This design comes from an exercise in tuning for small area, a short achievable clock period and few clock cycles on the open sky130 flow, not from production work. Where RTL was checked, it was by simulation tests only, not by an equivalence proof against the original. Power and IR drop assume default switching activity.

// e20_top
module e20_top (
    input  wire        clk,
    input  wire        rst,
    output reg         mem_req,
    output reg         mem_we,
    output reg  [12:0] mem_addr,
    output wire [15:0] mem_wdata,
    input  wire [15:0] mem_rdata,
    input  wire        mem_ready,
    output wire        ev1_valid,
    output wire [1:0]  ev1_status,    
    output wire [15:0] ev1_pc,
    output wire [12:0] ev1_addr,
    output wire [2:0]  ev1_row,
    output wire        ev2_valid,
    output wire [1:0]  ev2_status,
    output wire [15:0] ev2_pc,
    output wire [12:0] ev2_addr,
    output wire [3:0]  ev2_row,
    output wire        halted,
    output wire [15:0] pc_out,
    input  wire [2:0]  dbg_sel,
    output wire [15:0] dbg_reg
);
clock: 8.0 ns
lec_check: 0
abc_clock_period_in_ps: 4000
cap_margin: 20
core_margin: 2
core_utilization: 55
cts_buf_list: sky130_fd_sc_hd__clkbuf_8
cts_cluster_size: 30
setup_slack_margin: 3.5
slew_margin: 20
run.sh (not shown) runs the stock make flow with config.mk's settings and CLKGATE_MAP_FILE= SYNTH_SCRIPT=/design/flow/synth_recipe.tcl, a recipe that flattens the netlist after the stock synthesis.
==> next run, changes <==
- SETUP_SLACK_MARGIN: 3.5 -> 3.8
- TNS_END_PERCENT: not set -> 0
The new run finished clean.
Total power shrinks by a few percent.
Fmax shrinks slightly.
Hold slack is better by 16 ps.
Routed wire length shrinks by a few percent.
Cell area shrinks by a few percent.
Non-clock buffer count shrinks by 82.
Global-route usage shrinks by 0.59 points.
Final cell count shrinks slightly.
Sequential power stays flat.
Clock power shrinks by a few percent.
No run of this note included a check of the RTL's function; only the layout flow was run.

== sierra ==
e20_top, a different RTL version from the one above (not shown whole).
Size: ~160 I/O pins.
## e20_top
module e20_top (
    input  wire        clk,
    input  wire        rst,
    output reg         mem_req,
    output reg         mem_we,
    output reg  [12:0] mem_addr,
    output wire [15:0] mem_wdata,
    input  wire [15:0] mem_rdata,
    input  wire        mem_ready,
    output wire        ev1_valid,
    output wire [1:0]  ev1_status,    
    output wire [15:0] ev1_pc,
    output wire [12:0] ev1_addr,
    output wire [2:0]  ev1_row,
    output wire        ev2_valid,
    output wire [1:0]  ev2_status,
    output wire [15:0] ev2_pc,
    output wire [12:0] ev2_addr,
    output wire [3:0]  ev2_row,
    output wire        halted,
    output wire [15:0] pc_out,
    input  wire [2:0]  dbg_sel,
    output wire [15:0] dbg_reg
);
    reg [15:0] pc;
    reg        halt_q;
    reg [15:0] regs [1:7];
    reg        mact;
    reg        mst;          
    reg [12:0] maddr;
    reg [15:0] mwdata;
    reg [2:0]  mrd;
    reg        evv;
    reg        ev_st;
    reg        ev_h1;
    reg        ev_h2;
    wire [15:0] ir     = mem_rdata;
    wire [2:0]  opcode = ir[15:13];
    wire [2:0]  rA     = ir[12:10];
    wire [2:0]  rB     = ir[9:7];
    wire [2:0]  rD     = ir[6:4];
    wire [3:0]  func   = ir[3:0];
    wire [15:0] imm    = {{9{ir[6]}}, ir[6:0]};
    wire [15:0] target = {3'b000, ir[12:0]};
    wire [15:0] va = (rA == 3'd0) ? 16'd0 : regs[rA];
    wire [15:0] vb = (rB == 3'd0) ? 16'd0 : regs[rB];
    wire [15:0] pc1;
    wire [15:0] pcm1;
    e20_incdec u_pcid (.x(pc), .inc(pc1), .dec(pcm1));
    wire [15:0] btgt;
    wire        btgt_co;
    e20_add16 u_bt (.a(pc), .b(imm), .cin(1'b1), .sum(btgt), .cout(btgt_co));
    wire op_rrr  = (opcode == 3'd0);
    wire op_alu  = op_rrr && (func[3:2] == 2'b00 || func == 4'd4);
    wire op_jr   = op_rrr && (func == 4'd8);
    wire op_bad  = op_rrr && !op_alu && !op_jr;
    wire op_mem  = (opcode == 3'd4) || (opcode == 3'd5);
    wire do_halt = (opcode == 3'd2) && (target == pc);
    wire exec = !mact && !halt_q && mem_ready;
  ...
clock: 8.0 ns
lec_check: 0
abc_area: 1
abc_clock_period_in_ps: 4000
cap_margin: 20
core_margin: 2
core_utilization: 55
cts_buf_list: sky130_fd_sc_hd__clkbuf_8
cts_cluster_size: 30
setup_slack_margin: 3.8
slew_margin: 20
tns_end_percent: 0
Testbench counts of sierra, summed over its fixed seeds: cycles 41,504.
Relative to sierra, the following input files were edited for onyx:
- CTS_CLUSTER_SIZE removed (was 30)
- CTS_BUF_LIST removed (was sky130_fd_sc_hd__clkbuf_8)
- CORE_UTILIZATION changed from 55 to 40
--- outcome ---
Number of gates resized after CTS (higher): onyx
Routed wire length (onyx vs. sierra) increases by a few percent
Re peak ir drop on the vdd network: onyx is about 17% up on sierra.
onyx: fraction of area in multi-input gates 0.17 points below sierra
Count of clock-buffer cells in the layout (higher): sierra
onyx vs sierra — placed wire-length estimate after detailed placement climbed by a few percent
When the final numbers for onyx and sierra were put side by side, the worst hold slack turned out to be smaller in onyx.

Another version of the RTL of e20_top (not shown whole).
Size in the first run: ~760 flip-flops, about 37000 um^2 of cells after synthesis.
// e20_top
module e20_top (
    input  wire        clk,
    input  wire        rst,
    output reg         mem_req,
    output reg         mem_we,
    output reg  [12:0] mem_addr,
    output wire [15:0] mem_wdata,
    input  wire [15:0] mem_rdata,
    input  wire        mem_ready,
    output wire        ev1_valid,
    output wire [1:0]  ev1_status,    
    output wire [15:0] ev1_pc,
    output wire [12:0] ev1_addr,
    output wire [2:0]  ev1_row,
    output wire        ev2_valid,
    output wire [1:0]  ev2_status,
    output wire [15:0] ev2_pc,
    output wire [12:0] ev2_addr,
    output wire [3:0]  ev2_row,
    output wire        halted,
    output wire [15:0] pc_out,
    input  wire [2:0]  dbg_sel,
    output wire [15:0] dbg_reg
);
export LEC_CHECK = 0
export ABC_CLOCK_PERIOD_IN_PS = 4000
export CAP_MARGIN = 20
export CORE_MARGIN = 2
export CORE_UTILIZATION = 55
export CTS_BUF_LIST = sky130_fd_sc_hd__clkbuf_8
export CTS_CLUSTER_SIZE = 30
export SETUP_SLACK_MARGIN = 3.8
export SLEW_MARGIN = 20
export TNS_END_PERCENT = 0
create_clock -name core_clock -period 8.0 [get_ports {clk}]
standard.sh (not shown) runs the stock make flow with config.mk's settings and CLKGATE_MAP_FILE= SYNTH_SCRIPT=/design/flow/synth_recipe.tcl, a recipe that flattens the netlist after the stock synthesis.
==> flow/flow/run.sh <==
#!/bin/bash
# Own layout flow: the standard ORFS flow (standard.sh, standard synthesis
# unchanged), with the resizer allowed to swap cells of other footprints
# (MATCH_CELL_FOOTPRINT=0) so it can replace slow port and logic buffers.
set -euo pipefail
bash standard.sh MATCH_CELL_FOOTPRINT=0 finish > orfs_make.log 2>&1
Then changed:
==> flow/run.sh (new file) <==
#!/bin/bash
# synth_recipe.tcl (not shown) runs the flow's synth.tcl, then flattens the netlist and writes it again
# the make line also repeats each setting of config.mk as NAME=value (left out here)
make -C /OpenROAD-flow-scripts/flow DESIGN_CONFIG=/design/flow/config.mk WORK_HOME=/design/flow/orfs CLKGATE_MAP_FILE= SYNTH_SCRIPT=/design/flow/synth_recipe.tcl finish
removed: flow/flow/run.sh
removed: flow/standard.sh
The new run passed the timing, DRC and antenna checks; routed wire length drops by 3.5%; total power drops by 0.88%; critical path depth drops by 1.
No run of this note included a check of the RTL's function; only the layout flow was run.

[re-timing with driven ports]
No port has a modelled driver above. Below, the same layouts with a new extraction and two added sets of constraints. Step 1 assumes that a clkbuf_16 drives the clock port and a buf_2 every other input. Step 2, shift: input delay + t, output delay - t, t = (earliest + latest rising clock arrival at the registers) / 2. This alone moves slack from input paths to output paths. a / b / c = no drivers / after step 1 / after step 2; a / b = the first two.
run | shift t [ns] | setup WS [ns] | worst data-port slew with drivers (ns)
the first run of note 1 | 0.858 | 1.702 / 1.635 / 2.493 | 0.10
the second run of note 1 | 0.855 | 1.583 / 1.519 / 1.871 | 0.05
sierra | 0.803 | 3.506 / 3.379 / 2.843 | 0.18
onyx | 0.708 | 3.491 / 3.346 / 2.880 | 0.19
the first run of note 3 | 0.815 | 3.143 / 3.014 / 2.200 | 0.20
the second run of note 3 | 0.784 | 3.145 / 3.066 / 2.283 | 0.15
After both steps every run listed still meets setup and hold. For the first run of note 3, which loses most, drivers alone change the setup slack by -0.129 ns; drivers and shift together by -0.943 ns.
